From an optimization exercise on the open Yosys and OpenROAD flow, aimed at small area, a short achievable clock period and few clock cycles per item; shortcuts taken in it are not production practice.
RTL that was checked went through simulation tests only; none was proved equivalent to the original.
No activity file was given, so power comes from the tool's default toggle rates.

// pwm_engine
module pwm_engine (
    input             clk,
    input             rst,         
    input             bus_valid,
    input             bus_write,
    input      [3:0]  bus_addr,    
    input      [1:0]  bus_size,    
    input      [31:0] bus_wdata,
    output            bus_ready,
    output     [31:0] bus_rdata,
    output            bus_err,
    output            ev_valid,
    output     [3:0]  ev_kind,
    output     [7:0]  ev_tmr,
    output     [2:0]  ev_ch,
    output     [31:0] ev_data,
    input             ev_ready
);
    localparam N_DESC  = 20;
    localparam [3:0] C_OK    = 4'd0;
    localparam [3:0] C_SKIP  = 4'd1;
    localparam [3:0] C_INV   = 4'd2;
    localparam [3:0] C_OOR   = 4'd3;
    localparam [3:0] C_CAP   = 4'd4;
    localparam [3:0] C_DBZ   = 4'd5;
    localparam [3:0] C_ILL   = 4'd6;
    localparam [3:0] OP_CONFIG  = 4'h1;
    localparam [3:0] OP_INIT    = 4'h2;
    localparam [3:0] OP_DEINIT  = 4'h3;
    localparam [3:0] OP_START   = 4'h4;
    localparam [3:0] OP_STOP    = 4'h5;
    localparam [3:0] OP_SETPER  = 4'h6;
    localparam [3:0] OP_SETDUTY = 4'h7;
    localparam [3:0] OP_SETFREQ = 4'h8;
    localparam [3:0] OP_RDDESC  = 4'h9;
    localparam [3:0] OP_RDENG   = 4'hA;
    localparam [3:0] E_HOOK_INIT   = 4'd1;
    localparam [3:0] E_HOOK_DEINIT = 4'd2;
    localparam [3:0] E_PWM_START   = 4'd3;
    localparam [3:0] E_PWM_STOP    = 4'd4;
    localparam [3:0] E_WR_RELOAD   = 4'd5;
    localparam [3:0] E_WR_COMPARE  = 4'd6;
    localparam [3:0] E_CS_ENTER    = 4'd7;
    localparam [3:0] E_CS_EXIT     = 4'd8;
    localparam [3:0] E_BARRIER     = 4'd9;
    localparam [2:0] PH_END    = 3'd0;
    localparam [2:0] PH_CSE    = 3'd1;
    localparam [2:0] PH_RLD    = 3'd2;
    localparam [2:0] PH_SCAN   = 3'd3;
    localparam [2:0] PH_BAR    = 3'd4;
    localparam [2:0] PH_PSTART = 3'd5;
    localparam [2:0] PH_RDSH   = 3'd6;    
    reg [2:0]  d_ch   [0:N_DESC-1];
    reg [1:0]  d_tmr  [0:N_DESC-1];
    reg [31:0] d_cs   [0:N_DESC-1];
  ...
export LEC_CHECK = 0
export CAP_MARGIN = 20
export CORE_MARGIN = 2
export CORE_UTILIZATION = 40
export SLEW_MARGIN = 20
create_clock -name core_clock -period 25.0 [get_ports {clk}]
standard.sh (not shown) runs the stock make flow with config.mk's settings and CLKGATE_MAP_FILE= SYNTH_SCRIPT=/design/flow/synth_recipe.tcl, a recipe that flattens the netlist after the stock synthesis.
==> flow/flow/run.sh <==
#!/bin/bash
# The standard layout (the standard.sh, standard synthesis unchanged), with
# ORFS's repair_timing asked to leave SETUP_SLACK_MARGIN ns of setup slack at
# the design's clock, so that the paths it achieves are optimised below it,
# and plain buffers (resizable) as the port buffers.
set -uo pipefail
MARGIN=14
if ! bash standard.sh synth > synth.log 2>&1; then tail -40 synth.log; exit 1; fi
if ! bash standard.sh SETUP_SLACK_MARGIN=$MARGIN "BUFFER_PORTS_ARGS=-buffer_cell sky130_fd_sc_hd__buf_4" finish > layout.log 2>&1; then tail -40 layout.log; exit 1; fi
The baseline passed the timing, design-rule and antenna checks.
Testbench counts at the start, summed over its fixed seeds: cycles 24,060, commands 3,712.
Then changed:
--- a/flow/design.v
+++ b/flow/design.v
@@ -439,38 +439,17 @@
         case (rv_sel)
             2'd0: rm_v = c_v;
             2'd1: rm_v = 32'd100;
             2'd2: rm_v = {15'd0, fq_sh[16:0]};
             default: rm_v = 32'd0;
         endcase
     end
     wire [31:0] rm_s  = d_cs[c_i];
-    reg [31:0] rb_pp [0:15];
-    reg [31:0] rb_neg;
-    reg [2:0]  rb_tri;
-    reg [32:0] rb_m;
-    always @* begin
-        rb_neg = 32'd0;
-        for (n = 0; n < 16; n = n + 1) begin
-            rb_tri = {rm_v[2*n+1], rm_v[2*n], (n == 0) ? 1'b0 : rm_v[2*n-1]};
-            case (rb_tri)
-                3'b001, 3'b010: rb_m = {1'b0, rm_s};
-                3'b011:         rb_m = {rm_s, 1'b0};
-                3'b100:         rb_m = ~{rm_s, 1'b0};
-                3'b101, 3'b110: rb_m = ~{1'b0, rm_s};
-                default:        rb_m = 33'd0;
-            endcase
-            rb_pp[n] = rb_m[31:0] << (2 * n);
-            rb_neg[2 * n] = rb_tri[2] && !(rb_tri[1] && rb_tri[0]);
-        end
-    end
-    wire [31:0] rel_c = rb_pp[0] + rb_pp[1] + rb_pp[2] + rb_pp[3] + rb_pp[4] + rb_pp[5] +
-                        rb_pp[6] + rb_pp[7] + rb_pp[8] + rb_pp[9] + rb_pp[10] + rb_pp[11] +
-                        rb_pp[12] + rb_pp[13] + rb_pp[14] + rb_pp[15] + rb_neg + 32'd2;
+    wire [31:0] rel_c = rm_v * rm_s + 32'd2;
     wire [28:0] qx   = rel_r[31:3];
     wire [12:0] qs1  = qx[6:0] + 3 * qx[13:7] + 9 * qx[20:14] + 27 * qx[27:21] + (qx[28] ? 13'd81 : 13'd0);
     wire [7:0]  qs2  = qs1[6:0] + 3 * qs1[12:7];
     wire [6:0]  qm   = (qs2 >= 8'd125) ? qs2 - 8'd125 : qs2[6:0];
     wire [22:0] qxm  = qx[22:0] - {16'd0, qm};
     wire [22:0] qr_q = qxm_r * 23'h6978d5;
     reg [4:0] fq_len;
     always @* begin
After rerunning: Count of clock-buffer cells in the layout is lower by 26. Fmax is higher by 1.0%. Critical path depth stays the same. Worst setup slack is better by 0.11 ns. Final area is higher by 1.2%. Flip-flop and latch count is unchanged. Routed wire length stays flat. Total power is lower by 6.0%. Clock skew is higher by 0.059 ns. Worst hold slack is worse by 0.018 ns. Via count is higher by 0.88%. Sequential share of layout area is lower by 0.50 points.
Testbench counts after the change, summed over its fixed seeds: cycles 24,060, commands 3,712.

---

pwm_engine, a different RTL version from the one above (not shown whole).
Size in the first run: roughly 12000 cells after synthesis, about 140000 sq um of cells after synthesis.
==> flow/design.v (excerpt) <==
module pwm_engine (
    input             clk,
    input             rst,         
    input             bus_valid,
    input             bus_write,
    input      [3:0]  bus_addr,    
    input      [1:0]  bus_size,    
    input      [31:0] bus_wdata,
    output            bus_ready,
    output     [31:0] bus_rdata,
    output            bus_err,
    output            ev_valid,
    output     [3:0]  ev_kind,
    output     [7:0]  ev_tmr,
    output     [2:0]  ev_ch,
    output     [31:0] ev_data,
    input             ev_ready
);
    localparam N_DESC  = 20;
    localparam [3:0] C_OK    = 4'd0;
    localparam [3:0] C_SKIP  = 4'd1;
    localparam [3:0] C_INV   = 4'd2;
    localparam [3:0] C_OOR   = 4'd3;
    localparam [3:0] C_CAP   = 4'd4;
    localparam [3:0] C_DBZ   = 4'd5;
    localparam [3:0] C_ILL   = 4'd6;
    localparam [3:0] OP_CONFIG  = 4'h1;
    localparam [3:0] OP_INIT    = 4'h2;
    localparam [3:0] OP_DEINIT  = 4'h3;
    localparam [3:0] OP_START   = 4'h4;
    localparam [3:0] OP_STOP    = 4'h5;
    localparam [3:0] OP_SETPER  = 4'h6;
    localparam [3:0] OP_SETDUTY = 4'h7;
    localparam [3:0] OP_SETFREQ = 4'h8;
    localparam [3:0] OP_RDDESC  = 4'h9;
    localparam [3:0] OP_RDENG   = 4'hA;
    localparam [3:0] E_HOOK_INIT   = 4'd1;
    localparam [3:0] E_HOOK_DEINIT = 4'd2;
    localparam [3:0] E_PWM_START   = 4'd3;
    localparam [3:0] E_PWM_STOP    = 4'd4;
    localparam [3:0] E_WR_RELOAD   = 4'd5;
    localparam [3:0] E_WR_COMPARE  = 4'd6;
    localparam [3:0] E_CS_ENTER    = 4'd7;
    localparam [3:0] E_CS_EXIT     = 4'd8;
    localparam [3:0] E_BARRIER     = 4'd9;
    localparam [2:0] PH_END    = 3'd0;
    localparam [2:0] PH_CSE    = 3'd1;
    localparam [2:0] PH_RLD    = 3'd2;
    localparam [2:0] PH_SCAN   = 3'd3;
    localparam [2:0] PH_BAR    = 3'd4;
    localparam [2:0] PH_PSTART = 3'd5;
    localparam [2:0] PH_RDSH   = 3'd6;    
    reg [2:0]  d_ch   [0:N_DESC-1];
    reg [1:0]  d_tmr  [0:N_DESC-1];
    reg [31:0] d_cs   [0:N_DESC-1];
    reg [31:0] d_per  [0:N_DESC-1];
    reg [9:0]  d_duty [0:N_DESC-1];
    reg [N_DESC-1:0] d_cfg;
    reg [N_DESC-1:0] d_act;
    reg [4:0]  reg_slot [0:15];
    reg [4:0]  reg_cnt;
    reg [22:0] sh_q [0:3];       
  ...
==> flow/config.mk <==
export PLATFORM = sky130hd
export DESIGN_NAME = pwm_engine
export DESIGN_NICKNAME = pwm_engine
export VERILOG_FILES = /design/flow/design.v
export SDC_FILE = /design/flow/constraint.sdc
export NUM_CORES = 4
export LEC_CHECK = 0
export CAP_MARGIN = 20
export CORE_MARGIN = 2
export CORE_UTILIZATION = 40
export SLEW_MARGIN = 20
==> flow/constraint.sdc <==
create_clock -name core_clock -period 25.0 [get_ports {clk}]
set_input_delay 5.0000 -clock core_clock [delete_from_list [all_inputs] [get_ports {clk}]]
set_output_delay 5.0000 -clock core_clock [all_outputs]
set_load 0.01 [all_outputs]
==> flow/flow/run.sh <==
#!/bin/bash
# The standard layout (the standard.sh, standard synthesis unchanged), with
# ORFS's repair_timing asked to leave SETUP_SLACK_MARGIN ns of setup slack at
# the design's clock, so that the paths it achieves are optimised below it.
set -uo pipefail
MARGIN=14
if ! bash standard.sh synth > synth.log 2>&1; then tail -40 synth.log; exit 1; fi
if ! bash standard.sh SETUP_SLACK_MARGIN=$MARGIN finish > layout.log 2>&1; then tail -40 layout.log; exit 1; fi
Testbench counts at the start, summed over its fixed seeds: cycles 24,974, commands 3,712.
==> next run, changes <==
--- a/flow/design.v
+++ b/flow/design.v
@@ -59,25 +59,24 @@
     reg [N_DESC-1:0] d_act;
     reg [4:0]  reg_slot [0:15];
     reg [4:0]  reg_cnt;
     reg [22:0] sh_q [0:3];       
     reg [9:0]  sh_r [0:3];       
     reg [3:0]  sh_v;             
     reg [31:0] operand_r;
     reg [31:0] command_r;
     reg [31:0] rdata_r;
     reg [3:0]  code_r;
     reg [3:0]  lastop_r;
     reg        busy;
-    reg        rej;         
     reg        first;       
     reg [2:0]  ph;
     reg [1:0]  cur_t;       
     reg [2:0]  cur_ch;
     reg [9:0]  cur_duty;
     reg        cur_cfg;
     reg        cur_act;
     reg        cur_reg;
     reg        is_start;
     reg        pbad_r;      
     reg        fq_run;      
     reg        rel_go;      
@@ -200,25 +199,25 @@
     end
     wire c_rdsh = c_ok && (((c_op == OP_RDDESC) && (c_v[2:0] == 3'd4) && c_cfg) ||
                            ((c_op == OP_RDENG) && (c_v[9:8] == 2'd2)));
     wire c_quick = !c_ok || (c_op == OP_CONFIG) ||
                    (((c_op == OP_RDDESC) || (c_op == OP_RDENG)) && !c_rdsh);
     assign ev_valid = first ? fe_valid : ev_valid_r;
     assign ev_kind  = first ? fe_kind : ev_kind_r;
     assign ev_tmr   = {6'd0, first ? (fe_own ? c_t : 2'd0) : ev_tmr_r};
     assign ev_ch    = first ? (fe_own ? c_ch : 3'd0) : ev_ch_r;
     wire out_free = !ev_valid_r || ev_ready;
     wire done_now = first ? ((fe_valid && c_single && ev_ready) || c_quick)
                           : ((ph == PH_END) && out_free && !qr_go && !qr_go2) || (ph == PH_RDSH);
-    assign bus_ready = rej || (busy ? done_now : !(bus_write && !bus_addr[3] && bus_addr[2]));
+    assign bus_ready = busy ? done_now : !acc_cmd;
     wire        f_sign = c_v[31];
     wire [7:0]  f_exp  = c_v[30:23];
     wire [23:0] f_mant = {(f_exp != 8'd0), c_v[22:0]};
     wire [27:0] f_m10  = {f_mant, 3'b000} + {3'b000, f_mant, 1'b0};
     wire [7:0]  f_s    = 8'd133 - f_exp;                  
     wire [11:0] f_t    = f_m10[27:16] >> f_s[3:0];        
     wire [10:0] f_y    = ({1'b0, f_t} + 13'd1) >> 1;      
     wire        f_zero = (f_exp <= 8'd121);               
     wire [10:0] f_yy   = f_zero ? 11'd0 : f_y;
     wire        f_bad  = (f_exp == 8'hFF) || (f_exp > 8'd133) || (f_yy > 11'd1000) ||
                          (f_sign && (f_yy != 11'd0));
     wire [9:0]  f_perm = f_yy[9:0];
@@ -519,38 +518,36 @@
     always @(posedge clk) begin
         if (rst) begin
             d_cfg      <= {N_DESC{1'b0}};
             d_act      <= {N_DESC{1'b0}};
             reg_cnt    <= 5'd0;
             sh_v       <= 4'd0;
             operand_r  <= 32'd0;
             command_r  <= 32'd0;
             rdata_r    <= 32'd0;
             code_r     <= 4'd0;
             lastop_r   <= 4'd0;
             busy       <= 1'b0;
-            rej        <= 1'b0;
             first      <= 1'b0;
             ph         <= PH_END;
             fq_run     <= 1'b0;
             rel_go     <= 1'b0;
             qr_go      <= 1'b0;
             qr_go2     <= 1'b0;
             qr_ok      <= 1'b0;
             s1_v       <= 1'b0;
             ev_valid_r <= 1'b0;
         end else begin
             first  <= 1'b0;
             rel_go <= 1'b0;
-            rej    <= !busy && !rej && bus_valid && bus_write && (bus_addr[3:2] == 2'd1) && acc_bad;
             qr_go  <= 1'b0;
             qr_go2 <= qr_go;
             if (!busy) begin
                 if (bus_valid && bus_write && !acc_bad && (bus_addr[3:2] == 2'd0))
                     operand_r <= bus_wdata;
                 if (bus_valid && acc_cmd) begin
                     command_r <= bus_wdata;
                     busy      <= 1'b1;
                     first     <= 1'b1;
                     ev_t1     <= 32'd0;
                     ev_t2     <= 10'd0;
                     ev_k      <= 7'd0;
Total power drops by 2.8%.
Synthesized cell count does not change.
Final cell count is about the same.
Hold slack got worse by 18 ps.
Clock power drops by about 3%.
First-iteration DRC count drops by 6.3%.
Worst setup slack got worse by 220 ps.
Synthesized area hardly moves.
Count of clock-buffer cells in the layout climbs by 19.
Global-route usage climbs by 0.55 points.
Die area hardly moves.
Design area barely changes.
The RTL of the second run of this note was laid out without a check of its function.

re-timing with driven ports:
No port has a modelled driver above. Below, the same layouts with a new extraction and two added sets of constraints. Step 1 assumes that a clkbuf_16 drives the clock port and a buf_2 every other input. Step 2 also shifts input and output timing later by t, the mid clock arrival at the registers, as if the neighbouring blocks saw the same clock. a / b / c = ideal / step 1 / step 2; a / b = the first two.
run | t, ns | setup WS [ns] | worst setup path after step 2 | worst register clock-pin slew, ns
the first run of note 1 | 1.030 | 13.703 / 13.473 / 13.473 | input to output | 0.07 / 0.07
the second run of note 1 | 1.062 | 13.818 / 13.349 / 13.349 | input to output | 0.07 / 0.07
the first run of note 2 | 1.030 | 13.715 / 13.652 / 13.652 | input to output | 0.07 / 0.07
the second run of note 2 | 1.007 | 13.497 / 13.406 / 13.406 | input to output | 0.07 / 0.07
After both steps every run listed still meets setup and hold. The setup slack of the second run of note 1, which loses most, moves by -0.469 ns with the drivers and by -0.469 ns with both steps.
